What follows belongs to an exercise in optimizing a design on an open flow for small area and a short achievable clock period; a production flow would make more cautious choices.
The RTL was checked by simulation tests, not by an equivalence proof against the original design.

`flow/run.sh`:
```
#!/bin/bash
# Layout of the version: the standard flow (standard.sh: ORFS synthesis
# and layout, unchanged), with the port buffers that global placement
# inserts on every input and output made sky130_fd_sc_hd__buf_2 instead of
# the flow's default choice (clkdlybuf4s50_1, a slow delay cell).
set -euo pipefail
export BUFFER_PORTS_ARGS="-buffer_cell sky130_fd_sc_hd__buf_2"
bash standard.sh > standard.log 2>&1
```
`standard.sh`:
```
#!/bin/bash
# synth_recipe.tcl (not shown) runs the flow's synth.tcl, then flattens the netlist and writes it again
# the make line also repeats each setting of config.mk as NAME=value (left out here)
make -C /OpenROAD-flow-scripts/flow DESIGN_CONFIG=/design/flow/config.mk WORK_HOME=/design/flow/orfs CLKGATE_MAP_FILE= SYNTH_SCRIPT=/design/flow/synth_recipe.tcl "${@:-finish}"
```
`config.mk`:
```
export PLATFORM = sky130hd
export DESIGN_NAME = tvg_blend4
export DESIGN_NICKNAME = tvg_blend4
export VERILOG_FILES = /design/flow/design.v
export SDC_FILE = /design/flow/constraint.sdc
export NUM_CORES = 4
export LEC_CHECK = 0
export CAP_MARGIN = 50
export CORE_MARGIN = 2
export CORE_UTILIZATION = 60
export PLACE_DENSITY = 0.7
export SLEW_MARGIN = 75
export SYNTH_HIERARCHICAL = 1
```
`constraint.sdc`:
```
create_clock -name core_clock -period 30.0 [get_ports {clk}]
set_input_delay 6.0000 -clock core_clock [delete_from_list [all_inputs] [get_ports {clk}]]
set_output_delay 6.0000 -clock core_clock [all_outputs]
set_load 0.01 [all_outputs]
```
`design.v`:
```
module tvg_fa (input wire a, input wire b, input wire c, output wire s, output wire co);
    assign s  = a ^ b ^ c;
    assign co = (a & b) | (c & (a ^ b));
endmodule
module tvg_ha (input wire a, input wire b, output wire s, output wire co);
    assign s  = a ^ b;
    assign co = a & b;
endmodule
module tvg_amul_ii (
    input  wire [7:0] nc,
    input  wire [7:0] nk,
    output wire [7:0] y
);
    wire n1 = nc[0] & ~nk[0];
    wire n2 = ~(nc[0] ? nk[1] : nk[0]);
    wire n3 = ~(nc[0] ? nk[2] : nk[1]);
    wire n4 = ~(nc[0] ? nk[3] : nk[2]);
    wire n5 = ~(nc[0] ? nk[4] : nk[3]);
    wire n6 = ~(nc[0] ? nk[5] : nk[4]);
    wire n7 = ~(nc[0] ? nk[6] : nk[5]);
    wire n8 = ~(nc[0] ? nk[7] : nk[6]);
    wire n9 = ~(nc[0] | nk[7]);
    wire n10 = ~(nc[1] | nk[0]);
    wire n11 = ~(nc[1] | nk[1]);
    wire n12 = ~(nc[1] | nk[2]);
    wire n13 = ~(nc[1] | nk[3]);
    wire n14 = ~(nc[1] | nk[4]);
    wire n15 = ~(nc[1] | nk[5]);
    wire n16 = ~(nc[1] | nk[6]);
    wire n17 = ~(nc[1] | nk[7]);
    wire n18 = ~(nc[2] | nk[0]);
    wire n19 = ~(nc[2] | nk[1]);
    wire n20 = ~(nc[2] | nk[2]);
    wire n21 = ~(nc[2] | nk[3]);
    wire n22 = ~(nc[2] | nk[4]);
    wire n23 = ~(nc[2] | nk[5]);
    wire n24 = ~(nc[2] | nk[6]);
    wire n25 = ~(nc[2] | nk[7]);
    wire n26 = ~(nc[3] | nk[0]);
    wire n27 = ~(nc[3] | nk[1]);
    wire n28 = ~(nc[3] | nk[2]);
    wire n29 = ~(nc[3] | nk[3]);
    wire n30 = ~(nc[3] | nk[4]);
    wire n31 = ~(nc[3] | nk[5]);
    wire n32 = ~(nc[3] | nk[6]);
    wire n33 = ~(nc[3] | nk[7]);
    wire n34 = ~(nc[4] | nk[0]);
    wire n35 = ~(nc[4] | nk[1]);
    wire n36 = ~(nc[4] | nk[2]);
    wire n37 = ~(nc[4] | nk[3]);
    wire n38 = ~(nc[4] | nk[4]);
    wire n39 = ~(nc[4] | nk[5]);
    wire n40 = ~(nc[4] | nk[6]);
    wire n41 = ~(nc[4] | nk[7]);
    wire n42 = ~(nc[5] | nk[0]);
    wire n43 = ~(nc[5] | nk[1]);
    wire n44 = ~(nc[5] | nk[2]);
    wire n45 = ~(nc[5] | nk[3]);
    wire n46 = ~(nc[5] | nk[4]);
    wire n47 = ~(nc[5] | nk[5]);
    wire n48 = ~(nc[5] | nk[6]);
    wire n49 = ~(nc[5] | nk[7]);
    wire n50 = ~(nc[6] | nk[0]);
    wire n51 = ~(nc[6] | nk[1]);
    wire n52 = ~(nc[6] | nk[2]);
    wire n53 = ~(nc[6] | nk[3]);
    wire n54 = ~(nc[6] | nk[4]);
    wire n55 = ~(nc[6] | nk[5]);
    wire n56 = ~(nc[6] | nk[6]);
    wire n57 = ~(nc[6] | nk[7]);
    wire n58 = ~(nc[7] | nk[0]);
    wire n59 = ~(nc[7] | nk[1]);
    wire n60 = ~(nc[7] | nk[2]);
    wire n61 = ~(nc[7] | nk[3]);
    wire n62 = ~(nc[7] | nk[4]);
    wire n63 = ~(nc[7] | nk[5]);
    wire n64 = ~(nc[7] | nk[6]);
    wire n65 = ~(nc[7] | nk[7]);
    wire n66, n67;
    tvg_ha u_n66 (.a(n7), .b(n15), .s(n66), .co(n67));
    wire n68, n69;
    tvg_fa u_n68 (.a(n8), .b(n16), .c(n23), .s(n68), .co(n69));
    wire n70, n71;
    tvg_ha u_n70 (.a(n30), .b(n37), .s(n70), .co(n71));
    wire n72, n73;
    tvg_fa u_n72 (.a(n9), .b(n17), .c(n24), .s(n72), .co(n73));
    wire n74, n75;
    tvg_fa u_n74 (.a(n31), .b(n38), .c(n45), .s(n74), .co(n75));
    wire n76, n77;
    tvg_fa u_n76 (.a(n25), .b(n32), .c(n39), .s(n76), .co(n77));
    wire n78, n79;
    tvg_ha u_n78 (.a(n5), .b(n13), .s(n78), .co(n79));
    wire n80, n81;
    tvg_fa u_n80 (.a(n6), .b(n14), .c(n21), .s(n80), .co(n81));
    wire n82, n83;
    tvg_ha u_n82 (.a(n28), .b(n35), .s(n82), .co(n83));
    wire n84, n85;
    tvg_fa u_n84 (.a(n22), .b(n29), .c(n36), .s(n84), .co(n85));
    wire n86, n87;
    tvg_fa u_n86 (.a(n43), .b(n50), .c(n66), .s(n86), .co(n87));
    wire n88, n89;
    tvg_fa u_n88 (.a(n44), .b(n51), .c(n58), .s(n88), .co(n89));
    wire n90, n91;
    tvg_fa u_n90 (.a(n67), .b(n68), .c(n70), .s(n90), .co(n91));
    wire n92, n93;
    tvg_fa u_n92 (.a(n52), .b(n59), .c(n69), .s(n92), .co(n93));
    wire n94, n95;
    tvg_fa u_n94 (.a(n71), .b(n72), .c(n74), .s(n94), .co(n95));
    wire n96, n97;
    tvg_fa u_n96 (.a(n46), .b(n53), .c(n60), .s(n96), .co(n97));
    wire n98, n99;
    tvg_fa u_n98 (.a(n73), .b(n75), .c(n76), .s(n98), .co(n99));
    wire n100, n101;
    tvg_fa u_n100 (.a(n33), .b(n40), .c(n47), .s(n100), .co(n101));
    wire n102, n103;
    tvg_fa u_n102 (.a(n54), .b(n61), .c(n77), .s(n102), .co(n103));
    wire n104, n105;
    tvg_fa u_n104 (.a(n41), .b(n48), .c(n55), .s(n104), .co(n105));
    wire n106, n107;
    tvg_ha u_n106 (.a(n4), .b(n12), .s(n106), .co(n107));
    wire n108, n109;
    tvg_fa u_n108 (.a(n20), .b(n27), .c(n34), .s(n108), .co(n109));
    wire n110, n111;
    tvg_fa u_n110 (.a(n42), .b(n79), .c(n80), .s(n110), .co(n111));
    wire n112, n113;
    tvg_fa u_n112 (.a(n81), .b(n83), .c(n84), .s(n112), .co(n113));
    wire n114, n115;
    tvg_fa u_n114 (.a(n85), .b(n87), .c(n88), .s(n114), .co(n115));
    wire n116, n117;
    tvg_fa u_n116 (.a(n89), .b(n91), .c(n92), .s(n116), .co(n117));
    wire n118, n119;
    tvg_fa u_n118 (.a(n93), .b(n95), .c(n96), .s(n118), .co(n119));
    wire n120, n121;
    tvg_fa u_n120 (.a(n97), .b(n99), .c(n100), .s(n120), .co(n121));
    wire n122, n123;
    tvg_fa u_n122 (.a(n62), .b(n101), .c(n103), .s(n122), .co(n123));
    wire n124, n125;
    tvg_fa u_n124 (.a(n49), .b(n56), .c(n63), .s(n124), .co(n125));
    wire n126, n127;
    tvg_ha u_n126 (.a(n3), .b(n11), .s(n126), .co(n127));
    wire n128, n129;
    tvg_fa u_n128 (.a(n19), .b(n26), .c(n106), .s(n128), .co(n129));
    wire n130, n131;
    tvg_fa u_n130 (.a(n78), .b(n107), .c(n108), .s(n130), .co(n131));
    wire n132, n133;
    tvg_fa u_n132 (.a(n82), .b(n109), .c(n110), .s(n132), .co(n133));
    wire n134, n135;
    tvg_fa u_n134 (.a(n86), .b(n111), .c(n112), .s(n134), .co(n135));
    wire n136, n137;
    tvg_fa u_n136 (.a(n90), .b(n113), .c(n114), .s(n136), .co(n137));
    wire n138, n139;
    tvg_fa u_n138 (.a(n94), .b(n115), .c(n116), .s(n138), .co(n139));
    wire n140, n141;
    tvg_fa u_n140 (.a(n98), .b(n117), .c(n118), .s(n140), .co(n141));
    wire n142, n143;
    tvg_fa u_n142 (.a(n102), .b(n119), .c(n120), .s(n142), .co(n143));
    wire n144, n145;
    tvg_fa u_n144 (.a(n104), .b(n121), .c(n122), .s(n144), .co(n145));
    wire n146, n147;
    tvg_fa u_n146 (.a(n105), .b(n123), .c(n124), .s(n146), .co(n147));
    wire n148, n149;
    tvg_fa u_n148 (.a(n57), .b(n64), .c(n125), .s(n148), .co(n149));
    wire [15:0] ra = {1'b0, n65, n147, n145, n143, n141, n139, n137, n135, n133, n131, n129, n127, n18, n2, n1};
    wire [15:0] rb = {1'b0, n149, n148, n146, n144, n142, n140, n138, n136, n134, n132, n130, n128, n126, n10, 1'b0};
    wire [8:0] lc;
    assign lc[0] = 1'b0;
    assign lc[1] = (ra[0] & rb[0]) | (lc[0] & (ra[0] | rb[0]));
    assign lc[2] = (ra[1] & rb[1]) | (lc[1] & (ra[1] | rb[1]));
    assign lc[3] = (ra[2] & rb[2]) | (lc[2] & (ra[2] | rb[2]));
    assign lc[4] = (ra[3] & rb[3]) | (lc[3] & (ra[3] | rb[3]));
    assign lc[5] = (ra[4] & rb[4]) | (lc[4] & (ra[4] | rb[4]));
    assign lc[6] = (ra[5] & rb[5]) | (lc[5] & (ra[5] | rb[5]));
    assign lc[7] = (ra[6] & rb[6]) | (lc[6] & (ra[6] | rb[6]));
    assign lc[8] = (ra[7] & rb[7]) | (lc[7] & (ra[7] | rb[7]));
    assign y = ra[15:8] + rb[15:8] + lc[8];
endmodule
module tvg_amul_iin (
    input  wire [7:0] nc,
    input  wire [7:0] nk,
    output wire [7:0] ny
);
    wire n1 = nc[0] & ~nk[0];
    wire n2 = ~(nc[0] ? nk[1] : nk[0]);
    wire n3 = ~(nc[0] ? nk[2] : nk[1]);
    wire n4 = ~(nc[0] ? nk[3] : nk[2]);
    wire n5 = ~(nc[0] ? nk[4] : nk[3]);
    wire n6 = ~(nc[0] ? nk[5] : nk[4]);
    wire n7 = ~(nc[0] ? nk[6] : nk[5]);
    wire n8 = ~(nc[0] ? nk[7] : nk[6]);
    wire n9 = ~(nc[0] | nk[7]);
    wire n10 = ~(nc[1] | nk[0]);
    wire n11 = ~(nc[1] | nk[1]);
    wire n12 = ~(nc[1] | nk[2]);
    wire n13 = ~(nc[1] | nk[3]);
    wire n14 = ~(nc[1] | nk[4]);
    wire n15 = ~(nc[1] | nk[5]);
    wire n16 = ~(nc[1] | nk[6]);
    wire n17 = ~(nc[1] | nk[7]);
    wire n18 = ~(nc[2] | nk[0]);
    wire n19 = ~(nc[2] | nk[1]);
    wire n20 = ~(nc[2] | nk[2]);
    wire n21 = ~(nc[2] | nk[3]);
    wire n22 = ~(nc[2] | nk[4]);
    wire n23 = ~(nc[2] | nk[5]);
    wire n24 = ~(nc[2] | nk[6]);
    wire n25 = ~(nc[2] | nk[7]);
    wire n26 = ~(nc[3] | nk[0]);
    wire n27 = ~(nc[3] | nk[1]);
    wire n28 = ~(nc[3] | nk[2]);
    wire n29 = ~(nc[3] | nk[3]);
    wire n30 = ~(nc[3] | nk[4]);
    wire n31 = ~(nc[3] | nk[5]);
    wire n32 = ~(nc[3] | nk[6]);
    wire n33 = ~(nc[3] | nk[7]);
    wire n34 = ~(nc[4] | nk[0]);
    wire n35 = ~(nc[4] | nk[1]);
    wire n36 = ~(nc[4] | nk[2]);
    wire n37 = ~(nc[4] | nk[3]);
    wire n38 = ~(nc[4] | nk[4]);
    wire n39 = ~(nc[4] | nk[5]);
    wire n40 = ~(nc[4] | nk[6]);
    wire n41 = ~(nc[4] | nk[7]);
    wire n42 = ~(nc[5] | nk[0]);
    wire n43 = ~(nc[5] | nk[1]);
    wire n44 = ~(nc[5] | nk[2]);
    wire n45 = ~(nc[5] | nk[3]);
    wire n46 = ~(nc[5] | nk[4]);
    wire n47 = ~(nc[5] | nk[5]);
    wire n48 = ~(nc[5] | nk[6]);
    wire n49 = ~(nc[5] | nk[7]);
    wire n50 = ~(nc[6] | nk[0]);
    wire n51 = ~(nc[6] | nk[1]);
    wire n52 = ~(nc[6] | nk[2]);
    wire n53 = ~(nc[6] | nk[3]);
    wire n54 = ~(nc[6] | nk[4]);
    wire n55 = ~(nc[6] | nk[5]);
    wire n56 = ~(nc[6] | nk[6]);
    wire n57 = ~(nc[6] | nk[7]);
    wire n58 = ~(nc[7] | nk[0]);
    wire n59 = ~(nc[7] | nk[1]);
    wire n60 = ~(nc[7] | nk[2]);
    wire n61 = ~(nc[7] | nk[3]);
    wire n62 = ~(nc[7] | nk[4]);
    wire n63 = ~(nc[7] | nk[5]);
    wire n64 = ~(nc[7] | nk[6]);
    wire n65 = ~(nc[7] | nk[7]);
    wire n66, n67;
    tvg_ha u_n66 (.a(n7), .b(n15), .s(n66), .co(n67));
    wire n68, n69;
    tvg_fa u_n68 (.a(n8), .b(n16), .c(n23), .s(n68), .co(n69));
    wire n70, n71;
    tvg_ha u_n70 (.a(n30), .b(n37), .s(n70), .co(n71));
    wire n72, n73;
    tvg_fa u_n72 (.a(n9), .b(n17), .c(n24), .s(n72), .co(n73));
    wire n74, n75;
    tvg_fa u_n74 (.a(n31), .b(n38), .c(n45), .s(n74), .co(n75));
    wire n76, n77;
    tvg_fa u_n76 (.a(n25), .b(n32), .c(n39), .s(n76), .co(n77));
    wire n78, n79;
    tvg_ha u_n78 (.a(n5), .b(n13), .s(n78), .co(n79));
    wire n80, n81;
    tvg_fa u_n80 (.a(n6), .b(n14), .c(n21), .s(n80), .co(n81));
    wire n82, n83;
    tvg_ha u_n82 (.a(n28), .b(n35), .s(n82), .co(n83));
    wire n84, n85;
    tvg_fa u_n84 (.a(n22), .b(n29), .c(n36), .s(n84), .co(n85));
    wire n86, n87;
    tvg_fa u_n86 (.a(n43), .b(n50), .c(n66), .s(n86), .co(n87));
    wire n88, n89;
    tvg_fa u_n88 (.a(n44), .b(n51), .c(n58), .s(n88), .co(n89));
    wire n90, n91;
    tvg_fa u_n90 (.a(n67), .b(n68), .c(n70), .s(n90), .co(n91));
    wire n92, n93;
    tvg_fa u_n92 (.a(n52), .b(n59), .c(n69), .s(n92), .co(n93));
    wire n94, n95;
    tvg_fa u_n94 (.a(n71), .b(n72), .c(n74), .s(n94), .co(n95));
    wire n96, n97;
    tvg_fa u_n96 (.a(n46), .b(n53), .c(n60), .s(n96), .co(n97));
    wire n98, n99;
    tvg_fa u_n98 (.a(n73), .b(n75), .c(n76), .s(n98), .co(n99));
    wire n100, n101;
    tvg_fa u_n100 (.a(n33), .b(n40), .c(n47), .s(n100), .co(n101));
    wire n102, n103;
    tvg_fa u_n102 (.a(n54), .b(n61), .c(n77), .s(n102), .co(n103));
    wire n104, n105;
    tvg_fa u_n104 (.a(n41), .b(n48), .c(n55), .s(n104), .co(n105));
    wire n106, n107;
    tvg_ha u_n106 (.a(n4), .b(n12), .s(n106), .co(n107));
    wire n108, n109;
    tvg_fa u_n108 (.a(n20), .b(n27), .c(n34), .s(n108), .co(n109));
    wire n110, n111;
    tvg_fa u_n110 (.a(n42), .b(n79), .c(n80), .s(n110), .co(n111));
    wire n112, n113;
    tvg_fa u_n112 (.a(n81), .b(n83), .c(n84), .s(n112), .co(n113));
    wire n114, n115;
    tvg_fa u_n114 (.a(n85), .b(n87), .c(n88), .s(n114), .co(n115));
    wire n116, n117;
    tvg_fa u_n116 (.a(n89), .b(n91), .c(n92), .s(n116), .co(n117));
    wire n118, n119;
    tvg_fa u_n118 (.a(n93), .b(n95), .c(n96), .s(n118), .co(n119));
    wire n120, n121;
    tvg_fa u_n120 (.a(n97), .b(n99), .c(n100), .s(n120), .co(n121));
    wire n122, n123;
    tvg_fa u_n122 (.a(n62), .b(n101), .c(n103), .s(n122), .co(n123));
    wire n124, n125;
    tvg_fa u_n124 (.a(n49), .b(n56), .c(n63), .s(n124), .co(n125));
    wire n126, n127;
    tvg_ha u_n126 (.a(n3), .b(n11), .s(n126), .co(n127));
    wire n128, n129;
    tvg_fa u_n128 (.a(n19), .b(n26), .c(n106), .s(n128), .co(n129));
    wire n130, n131;
    tvg_fa u_n130 (.a(n78), .b(n107), .c(n108), .s(n130), .co(n131));
    wire n132, n133;
    tvg_fa u_n132 (.a(n82), .b(n109), .c(n110), .s(n132), .co(n133));
    wire n134, n135;
    tvg_fa u_n134 (.a(n86), .b(n111), .c(n112), .s(n134), .co(n135));
    wire n136, n137;
    tvg_fa u_n136 (.a(n90), .b(n113), .c(n114), .s(n136), .co(n137));
    wire n138, n139;
    tvg_fa u_n138 (.a(n94), .b(n115), .c(n116), .s(n138), .co(n139));
    wire n140, n141;
    tvg_fa u_n140 (.a(n98), .b(n117), .c(n118), .s(n140), .co(n141));
    wire n142, n143;
    tvg_fa u_n142 (.a(n102), .b(n119), .c(n120), .s(n142), .co(n143));
    wire n144, n145;
    tvg_fa u_n144 (.a(n104), .b(n121), .c(n122), .s(n144), .co(n145));
    wire n146, n147;
    tvg_fa u_n146 (.a(n105), .b(n123), .c(n124), .s(n146), .co(n147));
    wire n148, n149;
    tvg_fa u_n148 (.a(n57), .b(n64), .c(n125), .s(n148), .co(n149));
    wire [15:0] ra = {1'b0, n65, n147, n145, n143, n141, n139, n137, n135, n133, n131, n129, n127, n18, n2, n1};
    wire [15:0] rb = {1'b0, n149, n148, n146, n144, n142, n140, n138, n136, n134, n132, n130, n128, n126, n10, 1'b0};
    wire [8:0] lc;
    assign lc[0] = 1'b0;
    assign lc[1] = (ra[0] & rb[0]) | (lc[0] & (ra[0] | rb[0]));
    assign lc[2] = (ra[1] & rb[1]) | (lc[1] & (ra[1] | rb[1]));
    assign lc[3] = (ra[2] & rb[2]) | (lc[2] & (ra[2] | rb[2]));
    assign lc[4] = (ra[3] & rb[3]) | (lc[3] & (ra[3] | rb[3]));
    assign lc[5] = (ra[4] & rb[4]) | (lc[4] & (ra[4] | rb[4]));
    assign lc[6] = (ra[5] & rb[5]) | (lc[5] & (ra[5] | rb[5]));
    assign lc[7] = (ra[6] & rb[6]) | (lc[6] & (ra[6] | rb[6]));
    assign lc[8] = (ra[7] & rb[7]) | (lc[7] & (ra[7] | rb[7]));
    assign ny = ~(ra[15:8] + rb[15:8] + lc[8]);
endmodule
module tvg_am8 (
    input  wire [7:0] a,
    input  wire [7:0] b,
    output wire [7:0] y
);
    wire n1 = a[0] & b[0];
    wire n2 = a[0] & b[1];
    wire n3 = a[0] & b[2];
    wire n4 = a[0] & b[3];
    wire n5 = a[0] & b[4];
    wire n6 = a[0] & b[5];
    wire n7 = a[0] & b[6];
    wire n8 = a[0] & b[7];
    wire n9 = a[1] & b[0];
    wire n10 = a[1] & b[1];
    wire n11 = a[1] & b[2];
    wire n12 = a[1] & b[3];
    wire n13 = a[1] & b[4];
    wire n14 = a[1] & b[5];
    wire n15 = a[1] & b[6];
    wire n16 = a[1] & b[7];
    wire n17 = a[2] & b[0];
    wire n18 = a[2] & b[1];
    wire n19 = a[2] & b[2];
    wire n20 = a[2] & b[3];
    wire n21 = a[2] & b[4];
    wire n22 = a[2] & b[5];
    wire n23 = a[2] & b[6];
    wire n24 = a[2] & b[7];
    wire n25 = a[3] & b[0];
    wire n26 = a[3] & b[1];
    wire n27 = a[3] & b[2];
    wire n28 = a[3] & b[3];
    wire n29 = a[3] & b[4];
    wire n30 = a[3] & b[5];
    wire n31 = a[3] & b[6];
    wire n32 = a[3] & b[7];
    wire n33 = a[4] & b[0];
    wire n34 = a[4] & b[1];
    wire n35 = a[4] & b[2];
    wire n36 = a[4] & b[3];
    wire n37 = a[4] & b[4];
    wire n38 = a[4] & b[5];
    wire n39 = a[4] & b[6];
    wire n40 = a[4] & b[7];
    wire n41 = a[5] & b[0];
    wire n42 = a[5] & b[1];
    wire n43 = a[5] & b[2];
    wire n44 = a[5] & b[3];
    wire n45 = a[5] & b[4];
    wire n46 = a[5] & b[5];
    wire n47 = a[5] & b[6];
    wire n48 = a[5] & b[7];
    wire n49 = a[6] & b[0];
    wire n50 = a[6] & b[1];
    wire n51 = a[6] & b[2];
    wire n52 = a[6] & b[3];
    wire n53 = a[6] & b[4];
    wire n54 = a[6] & b[5];
    wire n55 = a[6] & b[6];
    wire n56 = a[6] & b[7];
    wire n57 = a[7] & b[0];
    wire n58 = a[7] & b[1];
    wire n59 = a[7] & b[2];
    wire n60 = a[7] & b[3];
    wire n61 = a[7] & b[4];
    wire n62 = a[7] & b[5];
    wire n63 = a[7] & b[6];
    wire n64 = a[7] & b[7];
    wire n65, n66;
    tvg_ha u_n65 (.a(n7), .b(n14), .s(n65), .co(n66));
    wire n67, n68;
    tvg_fa u_n67 (.a(n8), .b(n15), .c(n22), .s(n67), .co(n68));
    wire n69, n70;
    tvg_fa u_n69 (.a(n29), .b(n36), .c(n43), .s(n69), .co(n70));
    wire n71, n72;
    tvg_fa u_n71 (.a(n16), .b(n23), .c(n30), .s(n71), .co(n72));
    wire n73, n74;
    tvg_ha u_n73 (.a(n37), .b(n44), .s(n73), .co(n74));
    wire n75, n76;
    tvg_fa u_n75 (.a(n24), .b(n31), .c(n38), .s(n75), .co(n76));
    wire n77, n78;
    tvg_ha u_n77 (.a(n5), .b(n12), .s(n77), .co(n78));
    wire n79, n80;
    tvg_fa u_n79 (.a(n6), .b(n13), .c(n20), .s(n79), .co(n80));
    wire n81, n82;
    tvg_ha u_n81 (.a(n27), .b(n34), .s(n81), .co(n82));
    wire n83, n84;
    tvg_fa u_n83 (.a(n21), .b(n28), .c(n35), .s(n83), .co(n84));
    wire n85, n86;
    tvg_fa u_n85 (.a(n42), .b(n49), .c(n65), .s(n85), .co(n86));
    wire n87, n88;
    tvg_fa u_n87 (.a(n50), .b(n57), .c(1'b1), .s(n87), .co(n88));
    wire n89, n90;
    tvg_fa u_n89 (.a(n66), .b(n67), .c(n69), .s(n89), .co(n90));
    wire n91, n92;
    tvg_fa u_n91 (.a(n51), .b(n58), .c(n68), .s(n91), .co(n92));
    wire n93, n94;
    tvg_fa u_n93 (.a(n70), .b(n71), .c(n73), .s(n93), .co(n94));
    wire n95, n96;
    tvg_fa u_n95 (.a(n45), .b(n52), .c(n59), .s(n95), .co(n96));
    wire n97, n98;
    tvg_fa u_n97 (.a(n72), .b(n74), .c(n75), .s(n97), .co(n98));
    wire n99, n100;
    tvg_fa u_n99 (.a(n32), .b(n39), .c(n46), .s(n99), .co(n100));
    wire n101, n102;
    tvg_fa u_n101 (.a(n53), .b(n60), .c(n76), .s(n101), .co(n102));
    wire n103, n104;
    tvg_fa u_n103 (.a(n40), .b(n47), .c(n54), .s(n103), .co(n104));
    wire n105, n106;
    tvg_ha u_n105 (.a(n4), .b(n11), .s(n105), .co(n106));
    wire n107, n108;
    tvg_fa u_n107 (.a(n19), .b(n26), .c(n33), .s(n107), .co(n108));
    wire n109, n110;
    tvg_fa u_n109 (.a(n41), .b(n78), .c(n79), .s(n109), .co(n110));
    wire n111, n112;
    tvg_fa u_n111 (.a(n80), .b(n82), .c(n83), .s(n111), .co(n112));
    wire n113, n114;
    tvg_fa u_n113 (.a(n84), .b(n86), .c(n87), .s(n113), .co(n114));
    wire n115, n116;
    tvg_fa u_n115 (.a(n88), .b(n90), .c(n91), .s(n115), .co(n116));
    wire n117, n118;
    tvg_fa u_n117 (.a(n92), .b(n94), .c(n95), .s(n117), .co(n118));
    wire n119, n120;
    tvg_fa u_n119 (.a(n96), .b(n98), .c(n99), .s(n119), .co(n120));
    wire n121, n122;
    tvg_fa u_n121 (.a(n61), .b(n100), .c(n102), .s(n121), .co(n122));
    wire n123, n124;
    tvg_fa u_n123 (.a(n48), .b(n55), .c(n62), .s(n123), .co(n124));
    wire n125, n126;
    tvg_ha u_n125 (.a(n3), .b(n10), .s(n125), .co(n126));
    wire n127, n128;
    tvg_fa u_n127 (.a(n18), .b(n25), .c(n105), .s(n127), .co(n128));
    wire n129, n130;
    tvg_fa u_n129 (.a(n77), .b(n106), .c(n107), .s(n129), .co(n130));
    wire n131, n132;
    tvg_fa u_n131 (.a(n81), .b(n108), .c(n109), .s(n131), .co(n132));
    wire n133, n134;
    tvg_fa u_n133 (.a(n85), .b(n110), .c(n111), .s(n133), .co(n134));
    wire n135, n136;
    tvg_fa u_n135 (.a(n89), .b(n112), .c(n113), .s(n135), .co(n136));
    wire n137, n138;
    tvg_fa u_n137 (.a(n93), .b(n114), .c(n115), .s(n137), .co(n138));
    wire n139, n140;
    tvg_fa u_n139 (.a(n97), .b(n116), .c(n117), .s(n139), .co(n140));
    wire n141, n142;
    tvg_fa u_n141 (.a(n101), .b(n118), .c(n119), .s(n141), .co(n142));
    wire n143, n144;
    tvg_fa u_n143 (.a(n103), .b(n120), .c(n121), .s(n143), .co(n144));
    wire n145, n146;
    tvg_fa u_n145 (.a(n104), .b(n122), .c(n123), .s(n145), .co(n146));
    wire n147, n148;
    tvg_fa u_n147 (.a(n56), .b(n63), .c(n124), .s(n147), .co(n148));
    wire [15:0] ra = {1'b0, n64, n146, n144, n142, n140, n138, n136, n134, n132, n130, n128, n126, n17, n2, n1};
    wire [15:0] rb = {1'b0, n148, n147, n145, n143, n141, n139, n137, n135, n133, n131, n129, n127, n125, n9, 1'b0};
    wire [15:0] t = ra + rb;
    wire [8:0]  u = t[7:0] + t[15:8];
    assign y = t[15:8] + u[8];
endmodule
module tvg_amul32_ii (
    input  wire [31:0] np,
    input  wire [7:0]  nk,
    output wire [31:0] y
);
    tvg_amul_ii u3 (.nc(np[31:24]), .nk(nk), .y(y[31:24]));
    tvg_amul_ii u2 (.nc(np[23:16]), .nk(nk), .y(y[23:16]));
    tvg_amul_ii u1 (.nc(np[15:8]),  .nk(nk), .y(y[15:8]));
    tvg_amul_ii u0 (.nc(np[7:0]),   .nk(nk), .y(y[7:0]));
endmodule
module tvg_amul32_iin (
    input  wire [31:0] np,
    input  wire [7:0]  nk,
    output wire [31:0] ny
);
    tvg_amul_iin u3 (.nc(np[31:24]), .nk(nk), .ny(ny[31:24]));
    tvg_amul_iin u2 (.nc(np[23:16]), .nk(nk), .ny(ny[23:16]));
    tvg_amul_iin u1 (.nc(np[15:8]),  .nk(nk), .ny(ny[15:8]));
    tvg_amul_iin u0 (.nc(np[7:0]),   .nk(nk), .ny(ny[7:0]));
endmodule
module tvg_blend4 (
    input  wire         clk,
    input  wire         rst,           
    input  wire         in_valid,
    input  wire [1:0]   in_op,         
    input  wire         in_cs,         
    input  wire [1:0]   in_mm,         
    input  wire [31:0]  in_color,      
    input  wire [7:0]   in_opacity,    
    input  wire [7:0]   in_cov,        
    input  wire [127:0] in_dst,        
    input  wire [127:0] in_src,        
    input  wire [127:0] in_mask,       
    output reg          out_valid,
    output wire [127:0] out_pix,       
    output reg          out_dst_rd,    
    output reg          out_mask_rd    
);
    reg         v0;
    reg [1:0]   op0;
    reg         cs0;
    reg [1:0]   mm0;
    reg [7:0]   ca0;
    reg [7:0]   opa0;
    reg [7:0]   cov0;
    always @(posedge clk) begin
        if (rst)
            v0 <= 1'b0;
        else
            v0 <= in_valid;
        op0  <= in_op;
        cs0  <= in_cs;
        mm0  <= in_mm;
        ca0  <= in_color[31:24];
        opa0 <= in_opacity;
        cov0 <= in_cov;
    end
    wire is_clear = (op0 == 2'd0);
    wire is_image = op0[1];
    wire maskon   = mm0[1];
    wire [7:0] u_r, c_g, c_b;
    tvg_am8_r u_am_r (
        .clk (clk),
        .a   (in_op[1] ? in_opacity : in_color[23:16]),
        .b   (in_op[1] ? in_cov     : in_color[31:24]),
        .y   (u_r)
    );
    tvg_am8_r u_am_g (.clk(clk), .a(in_color[15:8]), .b(in_color[31:24]), .y(c_g));
    tvg_am8_r u_am_b (.clk(clk), .a(in_color[7:0]),  .b(in_color[31:24]), .y(c_b));
    wire [31:0] color_pm = cs0 ? {ca0, c_b, c_g, u_r} : {ca0, u_r, c_g, c_b};
    wire [7:0] k_s1 = is_clear ? 8'h00 :
                      is_image ? (op0[0] ? u_r : opa0) :
                                 cov0;
    wire direct = !is_image && !is_clear && (ca0 == 8'hFF) && (mm0 == 2'd0) && (cov0 == 8'hFF);
    genvar g;
    generate
        for (g = 0; g < 4; g = g + 1) begin : g_lane
            tvg_lane u_lane (
                .clk      (clk),
                .in_img   (in_op[1]),
                .in_src   (in_src[32*g +: 32]),
                .in_dst   (in_dst[32*g +: 32]),
                .in_ma    (in_mask[32*g+24 +: 8]),
                .k        (k_s1),
                .color_pm (color_pm),
                .clear    (is_clear),
                .maskon   (maskon),
                .inv_mask (mm0[0]),
                .pix      (out_pix[32*g +: 32])
            );
        end
    endgenerate
    reg v1, drd1, mrd1;
    reg v2, drd2, mrd2;
    reg v3, drd3, mrd3;
    always @(posedge clk) begin
        if (rst) begin
            v1        <= 1'b0;
            v2        <= 1'b0;
            v3        <= 1'b0;
            out_valid <= 1'b0;
        end else begin
            v1        <= v0;
            v2        <= v1;
            v3        <= v2;
            out_valid <= v3;
        end
        drd1        <= !is_clear && !direct;
        mrd1        <= !is_clear && maskon;
        drd2        <= drd1;
        mrd2        <= mrd1;
        drd3        <= drd2;
        mrd3        <= mrd2;
        out_dst_rd  <= drd3;
        out_mask_rd <= mrd3;
    end
endmodule
module tvg_am8_r (
    input  wire       clk,
    input  wire [7:0] a,
    input  wire [7:0] b,
    output wire [7:0] y
);
    reg [7:0] a0;
    reg [7:0] b0;
    always @(posedge clk) begin
        a0 <= a;
        b0 <= b;
    end
    tvg_am8 u_am (.a(a0), .b(b0), .y(y));
endmodule
module tvg_lane (
    input  wire        clk,
    input  wire        in_img,      
    input  wire [31:0] in_src,
    input  wire [31:0] in_dst,
    input  wire [7:0]  in_ma,       
    input  wire [7:0]  k,           
    input  wire [31:0] color_pm,    
    input  wire        clear,       
    input  wire        maskon,      
    input  wire        inv_mask,    
    output reg  [31:0] pix          
);
    reg        img0;
    reg [31:0] src0;
    reg [31:0] dst0;
    reg [7:0]  ma0;
    always @(posedge clk) begin
        img0 <= in_img;
        src0 <= in_src;
        dst0 <= in_dst;
        ma0  <= in_ma;
    end
    reg        clr1;
    reg [7:0]  nk1;
    reg [31:0] nx1;
    reg [7:0]  nm1;
    reg [31:0] nd1;
    always @(posedge clk) begin
        clr1 <= clear;
        nk1  <= ~k;
        nx1  <= ~(img0 ? src0 : color_pm);
        nm1  <= !maskon ? 8'h00 : inv_mask ? ma0 : ~ma0;
        nd1  <= ~dst0;
    end
    wire [31:0] ns_s2;
    tvg_amul32_iin u_s (.np(nx1), .nk(nk1), .ny(ns_s2));
    reg        clr2;
    reg [31:0] ns2;
    reg [7:0]  nm2;
    reg [31:0] nd2;
    always @(posedge clk) begin
        clr2 <= clr1;
        ns2  <= ns_s2;
        nm2  <= nm1;
        nd2  <= nd1;
    end
    wire [31:0] s_s3;
    tvg_amul32_ii u_m (.np(ns2), .nk(nm2), .y(s_s3));
    reg        clr3;
    reg [23:0] sc3;      
    reg [7:0]  nf3;
    reg [31:0] nd3;
    always @(posedge clk) begin
        clr3 <= clr2;
        sc3  <= s_s3[23:0];
        nf3  <= s_s3[31:24] | {8{clr2}};
        nd3  <= nd2;
    end
    wire [7:0]  sa = clr3 ? 8'h00 : nf3;
    wire [31:0] dm;
    tvg_amul32_ii u_d (.np(nd3), .nk(nf3), .y(dm));
    always @(posedge clk)
        pix <= {sa, sc3} + dm;
endmodule
```
==> out/qor.txt, run 1 <==
Post-Place Setup Slack - 22.80 ns
number of endpoints with negative hold slack in the final report - 0
final standard cell count with taps included and fillers excluded - 14600
share of async-settable or async-resettable flops after synthesis - 0
final count of pins violating max slew - 0
final wirelength - 288000 um
Final Cycle Share - 0.246
cells along the critical path - buf_2
Max Fclk - 136 MHz
Vias - 85300
total die area - 201000 sq um
1st-iter DRT viols - 5975
category of the worst setup path capture point - primary output
detailed placer's ending HPWL - 223000 um
number of distinct standard cells referenced by the synthesized netlist - 82
clock transition at the register clock pins on the worst setup and hold paths after CTS - 0.06 ns
r2r setup slk - 22.76 ns
crit-path max FO - 1
I/O pin count - 571
initial antenna violation count - 17
first-pass GRT wire length - 470000 um
count of clock tree sinks - 1386
IO buf count - 474
Total Neg Setup Slack - 0 ns
cell family with most CP delay - flip-flops
Vias/cell - 5.86
dominant synthesized flop cell - sky130_fd_sc_hd__dfxtp_1
share of final-layout standard cells stronger than drive strength 1 - 0.126
vertical die dimension - 449 um
worst hold-check path type - flop to flop
effective utilization at floorplan - 0.602
worst-case clock skew - 0.0369 ns
number of flops mapped to enable cells by yosys - 0
max-capacitance violation count - 0
final number of setup-violating endpoints - 0
Final Worst Setup Slack - 22.63 ns
Horiz. Die Dim - 449 um
type of element launching the critical path - flop
critical path type - flop to primary output
average routed wire per standard cell - 19.8 um
combined buffer and inverter count along the critical path - 1
largest net degree at the start of global routing - 38
cell area after layout - 128000 sq um
area of the placeable core - 197000 sq um
most frequent cells in the layout - sky130_fd_sc_hd__nor2_1, sky130_fd_sc_hd__fa_1, sky130_fd_sc_hd__dfxtp_1
clock tree from TritonCTS - done
gr ovfl total - 0
slowest stage delay, CP - 0.39 ns
hold-fix buffer count after cts - 0
clock insertion delay at the later pin of the skew report - 0.83 ns
Total Routing Usage GR - 0.289
Post-route DRC - 0
1st-pass router iterations - 8
number of buffers between clock root and the deepest sink - 3
data arrival time at the worst-slack endpoint - 1.37 ns
post-synth design cell area - 119000 sq um
layout net count - 14900
cell type of the slowest stage on the worst timing path - sky130_fd_sc_hd__dfxtp_1
setup repair after global routing missed its margin - false
yosys synthesis warning count - 9
via count of the first global-routing pass - 89900
register bit total from synthesis - 1386
post-cts sizing count - 0
filler cell count in the final layout - 15700
Min Clock Period, post-route - 7.37 ns
standard-cell rows - 163
result of the run - timing/DRC/antenna clean
synthesis-to-finish area growth - 8.29%
critical path required time - 24.00 ns
count of placed standard cells including taps - 14300
synthesized instance count - 11800
sequential-to-total area share from yosys stat - 0.234
Placement Cell Area - 123000 sq um
Post-DRT Antenna Nets - 0
last weighted congestion value of the routability-driven placer - 0.934
cts bufs inserted - 155
most common cell after layout, fill and taps aside - sky130_fd_sc_hd__nor2_1
H-Tree Level Count - 4
mean instance size in the synthesized netlist - 10.0 sq um
library cell used as clock root buffer - sky130_fd_sc_hd__clkbuf_16
number of buffers inserted to repair setup after CTS - 0
-- path summary, 6_finish.rpt --
path,start,to,cells after the start
max,g_lane[2].u_lane.pix[7],out_pix[71],1
min,g_lane[0].u_lane.nd2[17],g_lane[0].u_lane.nd3[17],0
max reg2reg,u_am_r.a0[1],g_lane[0].u_lane.nx1[7],26
min reg2reg,g_lane[0].u_lane.nd2[17],g_lane[0].u_lane.nd3[17],0
-- sequential cells by signal, summed over array words and instances (netlist names), 96 cells and up --
name	flops
g_lane.u_lane.nd2	128
g_lane.u_lane.pix	128
g_lane.u_lane.nd1	128
g_lane.u_lane.src0	128
g_lane.u_lane.nx1	128
g_lane.u_lane.sc3	96
g_lane.u_lane.nd3	128
g_lane.u_lane.ns2	128
g_lane.u_lane.dst0	128
-- metrics by stage --
stage	utilization	hold WS, ns
5_1_grt	0.652	0.322
3_3_place_gp	0.616	0.310
4_1_cts	0.650	0.323
6_report	0.652	0.320
2_1_floorplan	-	0.310
3_5_place_dp	0.623	0.312
-- cells in the mapped netlist, types with 149 or more instances --
cell                       number  share of area
sky130_fd_sc_hd__nor2b_1      149         0.0079
sky130_fd_sc_hd__inv_1        302         0.0096
sky130_fd_sc_hd__a21oi_1      381          0.016
sky130_fd_sc_hd__mux2i_1      419          0.035
sky130_fd_sc_hd__xnor2_1      223          0.016
sky130_fd_sc_hd__ha_1         784          0.083
sky130_fd_sc_hd__and2_1       248          0.013
sky130_fd_sc_hd__o21ai_0      245          0.010
sky130_fd_sc_hd__nand2_1      296         0.0094
sky130_fd_sc_hd__nor2_1      2991          0.095
sky130_fd_sc_hd__fa_1        1939           0.33
sky130_fd_sc_hd__clkbuf_1     572          0.018
sky130_fd_sc_hd__dfxtp_1     1386           0.23
-- Yosys stat by module (local to each module, per instance), excerpt --
module	cell area, sq um	copies in the design	cells
tvg_fa	20.0	1836	1
tvg_amul_iin	782	16	134
tvg_am8_r	320	3	16
tvg_lane	8880	4	667
tvg_ha	12.5	306	1
tvg_am8	1420	3	187
tvg_amul_ii	728	32	129
tvg_blend4	1520	1	116
-- per-layer routing --
layer	vias to the layer above	share of wire	GRT usage
met1	43000	0.40	0.363
met3	630	0.059	0.0441
met2	2828	0.49	0.491
li1	38800	-	-
met5	-	0.000035	0
met4	2	0.053	0.140
-- kinds of logic (layout without fill, tap and decap cells) --
group / count (synthesis) / in the layout / synth area share
xor+xnor: 336 / 336 / 0.0250
fa+ha+maj: 2758 / 2758 / 0.413
buf+inv: 1083 / 1187 / 0.0411
compound gates: 1718 / 1718 / 0.104
mux: 458 / 458 / 0.0391
simple gates: 4065 / 4065 / 0.144
other cells: 3 / 12 / 0.0000949
flops: 1386 / 1386 / 0.234
-- layout make-up --
type / count / area [sq um] / share of cell area
Timing Repair Buffer: 602 / 3930 / 0.0306
Inverter: 302 / 1130 / 0.00882
Antenna cell: 9 / 22.5 / 0.000175
Tap cell: 2640 / 3300 / 0.0257
Clock inverter: 93 / 1100 / 0.00859
Clock buffer: 190 / 4190 / 0.0326
Sequential cell: 1386 / 28100 / 0.218
Multi-Input combinational cell: 9338 / 86700 / 0.675
==> run 2: changes to the inputs <==
--- a/design.v
+++ b/design.v
@@ -174,6 +174,185 @@
     assign lc[8] = (ra[7] & rb[7]) | (lc[7] & (ra[7] | rb[7]));
     assign y = ra[15:8] + rb[15:8] + lc[8];
 endmodule
+module tvg_amul_iir (
+    input  wire [7:0] nc,
+    input  wire [7:0] nk,
+    output wire [7:0] y
+);
+    wire n1 = nc[0] & ~nk[0];
+    wire n2 = ~(nc[0] ? nk[1] : nk[0]);
+    wire n3 = ~(nc[0] ? nk[2] : nk[1]);
+    wire n4 = ~(nc[0] ? nk[3] : nk[2]);
+    wire n5 = ~(nc[0] ? nk[4] : nk[3]);
+    wire n6 = ~(nc[0] ? nk[5] : nk[4]);
+    wire n7 = ~(nc[0] ? nk[6] : nk[5]);
+    wire n8 = ~(nc[0] ? nk[7] : nk[6]);
+    wire n9 = ~(nc[0] | nk[7]);
+    wire n10 = ~(nc[1] | nk[0]);
+    wire n11 = ~(nc[1] | nk[1]);
+    wire n12 = ~(nc[1] | nk[2]);
+    wire n13 = ~(nc[1] | nk[3]);
+    wire n14 = ~(nc[1] | nk[4]);
+    wire n15 = ~(nc[1] | nk[5]);
+    wire n16 = ~(nc[1] | nk[6]);
+    wire n17 = ~(nc[1] | nk[7]);
+    wire n18 = ~(nc[2] | nk[0]);
+    wire n19 = ~(nc[2] | nk[1]);
+    wire n20 = ~(nc[2] | nk[2]);
+    wire n21 = ~(nc[2] | nk[3]);
+    wire n22 = ~(nc[2] | nk[4]);
+    wire n23 = ~(nc[2] | nk[5]);
+    wire n24 = ~(nc[2] | nk[6]);
+    wire n25 = ~(nc[2] | nk[7]);
+    wire n26 = ~(nc[3] | nk[0]);
+    wire n27 = ~(nc[3] | nk[1]);
+    wire n28 = ~(nc[3] | nk[2]);
+    wire n29 = ~(nc[3] | nk[3]);
+    wire n30 = ~(nc[3] | nk[4]);
+    wire n31 = ~(nc[3] | nk[5]);
+    wire n32 = ~(nc[3] | nk[6]);
+    wire n33 = ~(nc[3] | nk[7]);
+    wire n34 = ~(nc[4] | nk[0]);
+    wire n35 = ~(nc[4] | nk[1]);
+    wire n36 = ~(nc[4] | nk[2]);
+    wire n37 = ~(nc[4] | nk[3]);
+    wire n38 = ~(nc[4] | nk[4]);
+    wire n39 = ~(nc[4] | nk[5]);
+    wire n40 = ~(nc[4] | nk[6]);
+    wire n41 = ~(nc[4] | nk[7]);
+    wire n42 = ~(nc[5] | nk[0]);
+    wire n43 = ~(nc[5] | nk[1]);
+    wire n44 = ~(nc[5] | nk[2]);
+    wire n45 = ~(nc[5] | nk[3]);
+    wire n46 = ~(nc[5] | nk[4]);
+    wire n47 = ~(nc[5] | nk[5]);
+    wire n48 = ~(nc[5] | nk[6]);
+    wire n49 = ~(nc[5] | nk[7]);
+    wire n50 = ~(nc[6] | nk[0]);
+    wire n51 = ~(nc[6] | nk[1]);
+    wire n52 = ~(nc[6] | nk[2]);
+    wire n53 = ~(nc[6] | nk[3]);
+    wire n54 = ~(nc[6] | nk[4]);
+    wire n55 = ~(nc[6] | nk[5]);
+    wire n56 = ~(nc[6] | nk[6]);
+    wire n57 = ~(nc[6] | nk[7]);
+    wire n58 = ~(nc[7] | nk[0]);
+    wire n59 = ~(nc[7] | nk[1]);
+    wire n60 = ~(nc[7] | nk[2]);
+    wire n61 = ~(nc[7] | nk[3]);
+    wire n62 = ~(nc[7] | nk[4]);
+    wire n63 = ~(nc[7] | nk[5]);
+    wire n64 = ~(nc[7] | nk[6]);
+    wire n65 = ~(nc[7] | nk[7]);
+    wire n66, n67;
+    tvg_ha u_n66 (.a(n7), .b(n15), .s(n66), .co(n67));
+    wire n68, n69;
+    tvg_fa u_n68 (.a(n8), .b(n16), .c(n23), .s(n68), .co(n69));
+    wire n70, n71;
+    tvg_ha u_n70 (.a(n30), .b(n37), .s(n70), .co(n71));
+    wire n72, n73;
+    tvg_fa u_n72 (.a(n9), .b(n17), .c(n24), .s(n72), .co(n73));
+    wire n74, n75;
+    tvg_fa u_n74 (.a(n31), .b(n38), .c(n45), .s(n74), .co(n75));
+    wire n76, n77;
+    tvg_fa u_n76 (.a(n25), .b(n32), .c(n39), .s(n76), .co(n77));
+    wire n78, n79;
+    tvg_ha u_n78 (.a(n5), .b(n13), .s(n78), .co(n79));
+    wire n80, n81;
+    tvg_fa u_n80 (.a(n6), .b(n14), .c(n21), .s(n80), .co(n81));
+    wire n82, n83;
+    tvg_ha u_n82 (.a(n28), .b(n35), .s(n82), .co(n83));
+    wire n84, n85;
+    tvg_fa u_n84 (.a(n22), .b(n29), .c(n36), .s(n84), .co(n85));
+    wire n86, n87;
+    tvg_fa u_n86 (.a(n43), .b(n50), .c(n66), .s(n86), .co(n87));
+    wire n88, n89;
+    tvg_fa u_n88 (.a(n44), .b(n51), .c(n58), .s(n88), .co(n89));
+    wire n90, n91;
+    tvg_fa u_n90 (.a(n67), .b(n68), .c(n70), .s(n90), .co(n91));
+    wire n92, n93;
+    tvg_fa u_n92 (.a(n52), .b(n59), .c(n69), .s(n92), .co(n93));
+    wire n94, n95;
+    tvg_fa u_n94 (.a(n71), .b(n72), .c(n74), .s(n94), .co(n95));
+    wire n96, n97;
+    tvg_fa u_n96 (.a(n46), .b(n53), .c(n60), .s(n96), .co(n97));
+    wire n98, n99;
+    tvg_fa u_n98 (.a(n73), .b(n75), .c(n76), .s(n98), .co(n99));
+    wire n100, n101;
+    tvg_fa u_n100 (.a(n33), .b(n40), .c(n47), .s(n100), .co(n101));
+    wire n102, n103;
+    tvg_fa u_n102 (.a(n54), .b(n61), .c(n77), .s(n102), .co(n103));
+    wire n104, n105;
+    tvg_fa u_n104 (.a(n41), .b(n48), .c(n55), .s(n104), .co(n105));
+    wire n106, n107;
+    tvg_ha u_n106 (.a(n4), .b(n12), .s(n106), .co(n107));
+    wire n108, n109;
+    tvg_fa u_n108 (.a(n20), .b(n27), .c(n34), .s(n108), .co(n109));
+    wire n110, n111;
+    tvg_fa u_n110 (.a(n42), .b(n79), .c(n80), .s(n110), .co(n111));
+    wire n112, n113;
+    tvg_fa u_n112 (.a(n81), .b(n83), .c(n84), .s(n112), .co(n113));
+    wire n114, n115;
+    tvg_fa u_n114 (.a(n85), .b(n87), .c(n88), .s(n114), .co(n115));
+    wire n116, n117;
+    tvg_fa u_n116 (.a(n89), .b(n91), .c(n92), .s(n116), .co(n117));
+    wire n118, n119;
+    tvg_fa u_n118 (.a(n93), .b(n95), .c(n96), .s(n118), .co(n119));
+    wire n120, n121;
+    tvg_fa u_n120 (.a(n97), .b(n99), .c(n100), .s(n120), .co(n121));
+    wire n122, n123;
+    tvg_fa u_n122 (.a(n62), .b(n101), .c(n103), .s(n122), .co(n123));
+    wire n124, n125;
+    tvg_fa u_n124 (.a(n49), .b(n56), .c(n63), .s(n124), .co(n125));
+    wire n126, n127;
+    tvg_ha u_n126 (.a(n3), .b(n11), .s(n126), .co(n127));
+    wire n128, n129;
+    tvg_fa u_n128 (.a(n19), .b(n26), .c(n106), .s(n128), .co(n129));
+    wire n130, n131;
+    tvg_fa u_n130 (.a(n78), .b(n107), .c(n108), .s(n130), .co(n131));
+    wire n132, n133;
+    tvg_fa u_n132 (.a(n82), .b(n109), .c(n110), .s(n132), .co(n133));
+    wire n134, n135;
+    tvg_fa u_n134 (.a(n86), .b(n111), .c(n112), .s(n134), .co(n135));
+    wire n136, n137;
+    tvg_fa u_n136 (.a(n90), .b(n113), .c(n114), .s(n136), .co(n137));
+    wire n138, n139;
+    tvg_fa u_n138 (.a(n94), .b(n115), .c(n116), .s(n138), .co(n139));
+    wire n140, n141;
+    tvg_fa u_n140 (.a(n98), .b(n117), .c(n118), .s(n140), .co(n141));
+    wire n142, n143;
+    tvg_fa u_n142 (.a(n102), .b(n119), .c(n120), .s(n142), .co(n143));
+    wire n144, n145;
+    tvg_fa u_n144 (.a(n104), .b(n121), .c(n122), .s(n144), .co(n145));
+    wire n146, n147;
+    tvg_fa u_n146 (.a(n105), .b(n123), .c(n124), .s(n146), .co(n147));
+    wire n148, n149;
+    tvg_fa u_n148 (.a(n57), .b(n64), .c(n125), .s(n148), .co(n149));
+    wire [15:0] ra = {1'b0, n65, n147, n145, n143, n141, n139, n137, n135, n133, n131, n129, n127, n18, n2, n1};
+    wire [15:0] rb = {1'b0, n149, n148, n146, n144, n142, n140, n138, n136, n134, n132, n130, n128, n126, n10, 1'b0};
+    wire [8:0] lc;
+    assign lc[0] = 1'b0;
+    assign lc[1] = (ra[0] & rb[0]) | (lc[0] & (ra[0] | rb[0]));
+    assign lc[2] = (ra[1] & rb[1]) | (lc[1] & (ra[1] | rb[1]));
+    assign lc[3] = (ra[2] & rb[2]) | (lc[2] & (ra[2] | rb[2]));
+    assign lc[4] = (ra[3] & rb[3]) | (lc[3] & (ra[3] | rb[3]));
+    assign lc[5] = (ra[4] & rb[4]) | (lc[4] & (ra[4] | rb[4]));
+    assign lc[6] = (ra[5] & rb[5]) | (lc[5] & (ra[5] | rb[5]));
+    assign lc[7] = (ra[6] & rb[6]) | (lc[6] & (ra[6] | rb[6]));
+    assign lc[8] = (ra[7] & rb[7]) | (lc[7] & (ra[7] | rb[7]));
+    wire [8:0] hc;
+    wire [7:0] hs;
+    assign hc[0] = lc[8];
+    tvg_fa u_h0 (.a(ra[8]), .b(rb[8]), .c(hc[0]), .s(hs[0]), .co(hc[1]));
+    tvg_fa u_h1 (.a(ra[9]), .b(rb[9]), .c(hc[1]), .s(hs[1]), .co(hc[2]));
+    tvg_fa u_h2 (.a(ra[10]), .b(rb[10]), .c(hc[2]), .s(hs[2]), .co(hc[3]));
+    tvg_fa u_h3 (.a(ra[11]), .b(rb[11]), .c(hc[3]), .s(hs[3]), .co(hc[4]));
+    tvg_fa u_h4 (.a(ra[12]), .b(rb[12]), .c(hc[4]), .s(hs[4]), .co(hc[5]));
+    tvg_fa u_h5 (.a(ra[13]), .b(rb[13]), .c(hc[5]), .s(hs[5]), .co(hc[6]));
+    tvg_fa u_h6 (.a(ra[14]), .b(rb[14]), .c(hc[6]), .s(hs[6]), .co(hc[7]));
+    tvg_fa u_h7 (.a(ra[15]), .b(rb[15]), .c(hc[7]), .s(hs[7]), .co(hc[8]));
+    assign y = hs;
+endmodule
 module tvg_amul_iin (
     input  wire [7:0] nc,
     input  wire [7:0] nk,
@@ -497,9 +676,11 @@
     tvg_fa u_n147 (.a(n56), .b(n63), .c(n124), .s(n147), .co(n148));
     wire [15:0] ra = {1'b0, n64, n146, n144, n142, n140, n138, n136, n134, n132, n130, n128, n126, n17, n2, n1};
     wire [15:0] rb = {1'b0, n148, n147, n145, n143, n141, n139, n137, n135, n133, n131, n129, n127, n125, n9, 1'b0};
-    wire [15:0] t = ra + rb;
-    wire [8:0]  u = t[7:0] + t[15:8];
-    assign y = t[15:8] + u[8];
+    wire [8:0]  lo = ra[7:0] + rb[7:0];
+    wire [7:0]  h0 = ra[15:8] + rb[15:8] + lo[8];
+    wire [7:0]  h1 = ra[15:8] + rb[15:8] + lo[8] + 8'd1;
+    wire [8:0]  u  = lo[7:0] + h0;
+    assign y = u[8] ? h1 : h0;
 endmodule
 module tvg_amul32_ii (
     input  wire [31:0] np,
@@ -511,6 +692,16 @@
     tvg_amul_ii u1 (.nc(np[15:8]),  .nk(nk), .y(y[15:8]));
     tvg_amul_ii u0 (.nc(np[7:0]),   .nk(nk), .y(y[7:0]));
 endmodule
+module tvg_amul32_iir (
+    input  wire [31:0] np,
+    input  wire [7:0]  nk,
+    output wire [31:0] y
+);
+    tvg_amul_iir u3 (.nc(np[31:24]), .nk(nk), .y(y[31:24]));
+    tvg_amul_iir u2 (.nc(np[23:16]), .nk(nk), .y(y[23:16]));
+    tvg_amul_iir u1 (.nc(np[15:8]),  .nk(nk), .y(y[15:8]));
+    tvg_amul_iir u0 (.nc(np[7:0]),   .nk(nk), .y(y[7:0]));
+endmodule
 module tvg_amul32_iin (
     input  wire [31:0] np,
     input  wire [7:0]  nk,
@@ -561,19 +752,30 @@
     wire is_clear = (op0 == 2'd0);
     wire is_image = op0[1];
     wire maskon   = mm0[1];
-    wire [7:0] u_r, c_g, c_b;
-    tvg_am8_r u_am_r (
+    wire [7:0] u_hi, u_g, u_lo;
+    tvg_am8_r u_am_hi (
         .clk (clk),
-        .a   (in_op[1] ? in_opacity : in_color[23:16]),
+        .a   (in_op[1] ? in_opacity : in_cs ? in_color[7:0] : in_color[23:16]),
         .b   (in_op[1] ? in_cov     : in_color[31:24]),
-        .y   (u_r)
+        .y   (u_hi)
+    );
+    tvg_am8_r u_am_g  (.clk(clk), .a(in_color[15:8]), .b(in_color[31:24]), .y(u_g));
+    tvg_am8_r u_am_lo (
+        .clk (clk),
+        .a   (in_cs ? in_color[23:16] : in_color[7:0]),
+        .b   (in_color[31:24]),
+        .y   (u_lo)
     );
-    tvg_am8_r u_am_g (.clk(clk), .a(in_color[15:8]), .b(in_color[31:24]), .y(c_g));
-    tvg_am8_r u_am_b (.clk(clk), .a(in_color[7:0]),  .b(in_color[31:24]), .y(c_b));
-    wire [31:0] color_pm = cs0 ? {ca0, c_b, c_g, u_r} : {ca0, u_r, c_g, c_b};
-    wire [7:0] k_s1 = is_clear ? 8'h00 :
-                      is_image ? (op0[0] ? u_r : opa0) :
-                                 cov0;
+    wire [7:0] k_other = is_clear ? 8'h00 : is_image ? opa0 : cov0;
+    reg [31:0] nc1;
+    reg [7:0]  nk_other1;
+    reg        rle1;
+    always @(posedge clk) begin
+        nc1      <= ~{ca0, u_hi, u_g, u_lo};
+        nk_other1 <= ~k_other;
+        rle1     <= (op0 == 2'd3);
+    end
+    wire [7:0] nk_s2 = rle1 ? nc1[23:16] : nk_other1;
     wire direct = !is_image && !is_clear && (ca0 == 8'hFF) && (mm0 == 2'd0) && (cov0 == 8'hFF);
     genvar g;
     generate
@@ -584,8 +786,8 @@
                 .in_src   (in_src[32*g +: 32]),
                 .in_dst   (in_dst[32*g +: 32]),
                 .in_ma    (in_mask[32*g+24 +: 8]),
-                .k        (k_s1),
-                .color_pm (color_pm),
+                .nk       (nk_s2),
+                .nc       (nc1),
                 .clear    (is_clear),
                 .maskon   (maskon),
                 .inv_mask (mm0[0]),
@@ -638,8 +840,8 @@
     input  wire [31:0] in_src,
     input  wire [31:0] in_dst,
     input  wire [7:0]  in_ma,       
-    input  wire [7:0]  k,           
-    input  wire [31:0] color_pm,    
+    input  wire [7:0]  nk,          
+    input  wire [31:0] nc,          
     input  wire        clear,       
     input  wire        maskon,      
     input  wire        inv_mask,    
@@ -656,19 +858,20 @@
         ma0  <= in_ma;
     end
     reg        clr1;
-    reg [7:0]  nk1;
-    reg [31:0] nx1;
+    reg        img1;
+    reg [31:0] nsrc1;
     reg [7:0]  nm1;
     reg [31:0] nd1;
     always @(posedge clk) begin
-        clr1 <= clear;
-        nk1  <= ~k;
-        nx1  <= ~(img0 ? src0 : color_pm);
-        nm1  <= !maskon ? 8'h00 : inv_mask ? ma0 : ~ma0;
-        nd1  <= ~dst0;
+        clr1  <= clear;
+        img1  <= img0;
+        nsrc1 <= ~src0;
+        nm1   <= !maskon ? 8'h00 : inv_mask ? ma0 : ~ma0;
+        nd1   <= ~dst0;
     end
+    wire [31:0] nx = img1 ? nsrc1 : nc;
     wire [31:0] ns_s2;
-    tvg_amul32_iin u_s (.np(nx1), .nk(nk1), .ny(ns_s2));
+    tvg_amul32_iin u_s (.np(nx), .nk(nk), .ny(ns_s2));
     reg        clr2;
     reg [31:0] ns2;
     reg [7:0]  nm2;
@@ -680,7 +883,7 @@
         nd2  <= nd1;
     end
     wire [31:0] s_s3;
-    tvg_amul32_ii u_m (.np(ns2), .nk(nm2), .y(s_s3));
+    tvg_amul32_iir u_m (.np(ns2), .nk(nm2), .y(s_s3));
     reg        clr3;
     reg [23:0] sc3;      
     reg [7:0]  nf3;
==> out/qor.txt, run 2 <==
result of the run - timing/DRC/antenna clean
gr ovfl total - 0
clock tree from TritonCTS - done
crit-path max FO - 1
library cell used as clock root buffer - sky130_fd_sc_hd__clkbuf_16
Vias/cell - 5.80
yosys synthesis warning count - 9
H-Tree Level Count - 4
standard-cell rows - 162
area of the placeable core - 195000 sq um
I/O pin count - 571
number of buffers between clock root and the deepest sink - 3
Post-route DRC - 0
via count of the first global-routing pass - 88200
combined buffer and inverter count along the critical path - 1
cells along the critical path - buf_2
average routed wire per standard cell - 19.8 um
largest net degree at the start of global routing - 53
Min Clock Period, post-route - 7.37 ns
share of the synthesized area in the top cell type - 0.347
dominant synthesized flop cell - sky130_fd_sc_hd__dfxtp_1
effective utilization at floorplan - 0.604
final number of setup-violating endpoints - 0
Total Neg Setup Slack - 0 ns
number of flops mapped to enable cells by yosys - 0
initial antenna violation count - 10
Final Cycle Share - 0.246
vertical die dimension - 447 um
data arrival time at the worst-slack endpoint - 1.37 ns
category of the worst setup path capture point - primary output
number of endpoints with negative hold slack in the final report - 0
number of distinct standard cells referenced by the synthesized netlist - 77
layout net count - 14700
total die area - 200000 sq um
Vias - 82900
mean instance size in the synthesized netlist - 10.2 sq um
setup repair after global routing missed its margin - false
cell accounting for the most synthesized area - sky130_fd_sc_hd__fa_1
most common cell in the synthesized netlist - sky130_fd_sc_hd__nor2_1
worst hold-check path type - flop to flop
Placement Cell Area - 122000 sq um
share of async-settable or async-resettable flops after synthesis - 0
post-synth design cell area - 118000 sq um
Total Routing Usage GR - 0.290
Max Fclk - 136 MHz
Horiz. Die Dim - 447 um
synthesized instance count - 11600
sequential-to-total area share from yosys stat - 0.238
clock transition at the register clock pins on the worst setup and hold paths after CTS - 0.07 ns
max-capacitance violation count - 0
last weighted congestion value of the routability-driven placer - 0.917
cell area after layout - 128000 sq um
IO buf count - 474
worst-case clock skew - 0.0455 ns
1st-iter DRT viols - 5632
Post-DRT Antenna Nets - 0
final wirelength - 284000 um
type of element launching the critical path - flop
critical path type - flop to primary output
most common cell after layout, fill and taps aside - sky130_fd_sc_hd__nor2_1
clock insertion delay at the later pin of the skew report - 0.84 ns
cell type of the slowest stage on the worst timing path - sky130_fd_sc_hd__dfxtp_1
register bit total from synthesis - 1398
cell family with most CP delay - flip-flops
most frequent cells in the layout - sky130_fd_sc_hd__nor2_1, sky130_fd_sc_hd__fa_1, sky130_fd_sc_hd__dfxtp_1
1st-pass router iterations - 7
first-pass GRT wire length - 461000 um
hold-fix buffer count after cts - 0
detailed placer's ending HPWL - 216000 um
final count of pins violating max slew - 0
share of final-layout standard cells stronger than drive strength 1 - 0.132
critical path required time - 24.00 ns
post-cts sizing count - 0
cell types with the highest counts after synthesis - sky130_fd_sc_hd__nor2_1, sky130_fd_sc_hd__fa_1, sky130_fd_sc_hd__dfxtp_1
count of clock tree sinks - 1398
number of buffers inserted to repair setup after CTS - 0
cell types with the largest area share after synthesis - sky130_fd_sc_hd__fa_1, sky130_fd_sc_hd__dfxtp_1, sky130_fd_sc_hd__nor2_1
cts bufs inserted - 152
slowest stage delay, CP - 0.39 ns
synthesis-to-finish area growth - 8.42%
run 2: changes by cell type in the layout (fill, tap and decap cells not counted), moves of 59 or more:
cell                      change
sky130_fd_sc_hd__nand2_1     -74
sky130_fd_sc_hd__fa_1       +102
sky130_fd_sc_hd__ha_1       -103
sky130_fd_sc_hd__mux2i_1     -90
sky130_fd_sc_hd__nor2_1      -61
sky130_fd_sc_hd__inv_1      +174
sky130_fd_sc_hd__dfxtp_1     +59
sky130_fd_sc_hd__mux2_2     +108
run 2: final timing paths:
path                           start                  endpoint  slack (ns)  depth (start not counted)
max          g_lane[1].u_lane.pix[4]               out_pix[36]       22.63                          1
min          g_lane[0].u_lane.nd1[0]   g_lane[0].u_lane.nd2[0]        0.31                          0
max reg2reg  g_lane[2].u_lane.nf3[6]  g_lane[2].u_lane.pix[17]       23.23                         23
min reg2reg  g_lane[0].u_lane.nd1[0]   g_lane[0].u_lane.nd2[0]        0.31                          0
run 2: routing by layer:
layer  vias to the layer above  wire [um]  GRT usage
met5                         -         11          0
met4                         2      14100      0.133
met3                       541      18100     0.0418
met2                      2895     138000      0.488
met1                     42100     113000      0.370
li1                      37400          -          -
run 2: cells by family after synthesis:
kind of cell / Yosys count / share of synthesized area
xor gates and xnor gates: 256 / 0.0190
DFF: 1398 / 0.238
muxes: 452 / 0.0402
AOI/OAI and AO/OA: 1470 / 0.0903
adders and majority gates: 2771 / 0.424
buffers and inverters: 1263 / 0.0463
other: 19 / 0.000606
and+or+nand+nor: 3950 / 0.142
run 2: final cells by class:
type / count / area (sq um)
Inverter: 476 / 1790
Timing Repair Buffer: 587 / 4040
Sequential cell: 1398 / 28200
Antenna cell: 8 / 20.0
Tap cell: 2624 / 3280
Clock buffer: 193 / 4210
Clock inverter: 86 / 1140
Fill cell: 15400 / 67400
Multi-Input combinational cell: 8934 / 84900
run 2: metrics by stage:
| step | std cells | hold WS, ns | utilization | setup WS, ns |
|---|---|---|---|---|
| floorplan | 11600 | 0.310 | - | 23.35 |
| global placement | 14000 | 0.310 | 0.618 | 22.93 |
| detailed placement | 14000 | 0.312 | 0.624 | 23.07 |
| CTS | 14300 | 0.302 | 0.652 | 22.57 |
| global route | 14300 | 0.303 | 0.654 | 22.59 |
| finish | 14300 | 0.305 | 0.654 | 22.63 |
run 2: Yosys stat by module, one instance, submodules excluded, excerpt:
module / flip-flops and latches / cells inside / copies in the design / area (sq um)
tvg_fa: 0 / 1 / 1964 / 20.0
tvg_am8_r: 16 / 16 / 3 / 320
tvg_blend4: 82 / 197 / 1 / 2450
tvg_amul_iin: 0 / 134 / 16 / 782
tvg_amul_ii: 0 / 129 / 16 / 728
tvg_lane: 317 / 699 / 4 / 8890
tvg_ha: 0 / 1 / 306 / 12.5
tvg_am8: 0 / 180 / 3 / 1280
tvg_amul_iir: 0 / 95 / 16 / 474

static timing again, ports no longer ideal:
The flow's constraints put no driver on any port. The routed layouts listed below were extracted and timed again, unchanged, in two steps.
Step 1: set_driving_cell puts a clkbuf_16 on clk and a buf_2 on each other input, an assumption about the parent block.
Step 2, shift: input delay + t, output delay - t, t = (earliest + latest rising clock arrival at the registers) / 2. This alone moves slack from input paths to output paths.
Three values: no drivers, after step 1, after step 2; two values: the first two.
run	shift t [ns]	setup WS [ns]	worst register clock-pin slew, ns
run 1	0.907	22.630 / 22.536 / 22.762	0.07 / 0.07
run 2	0.907	22.630 / 22.544 / 23.187	0.07 / 0.07
After both steps every run listed still meets setup and hold.
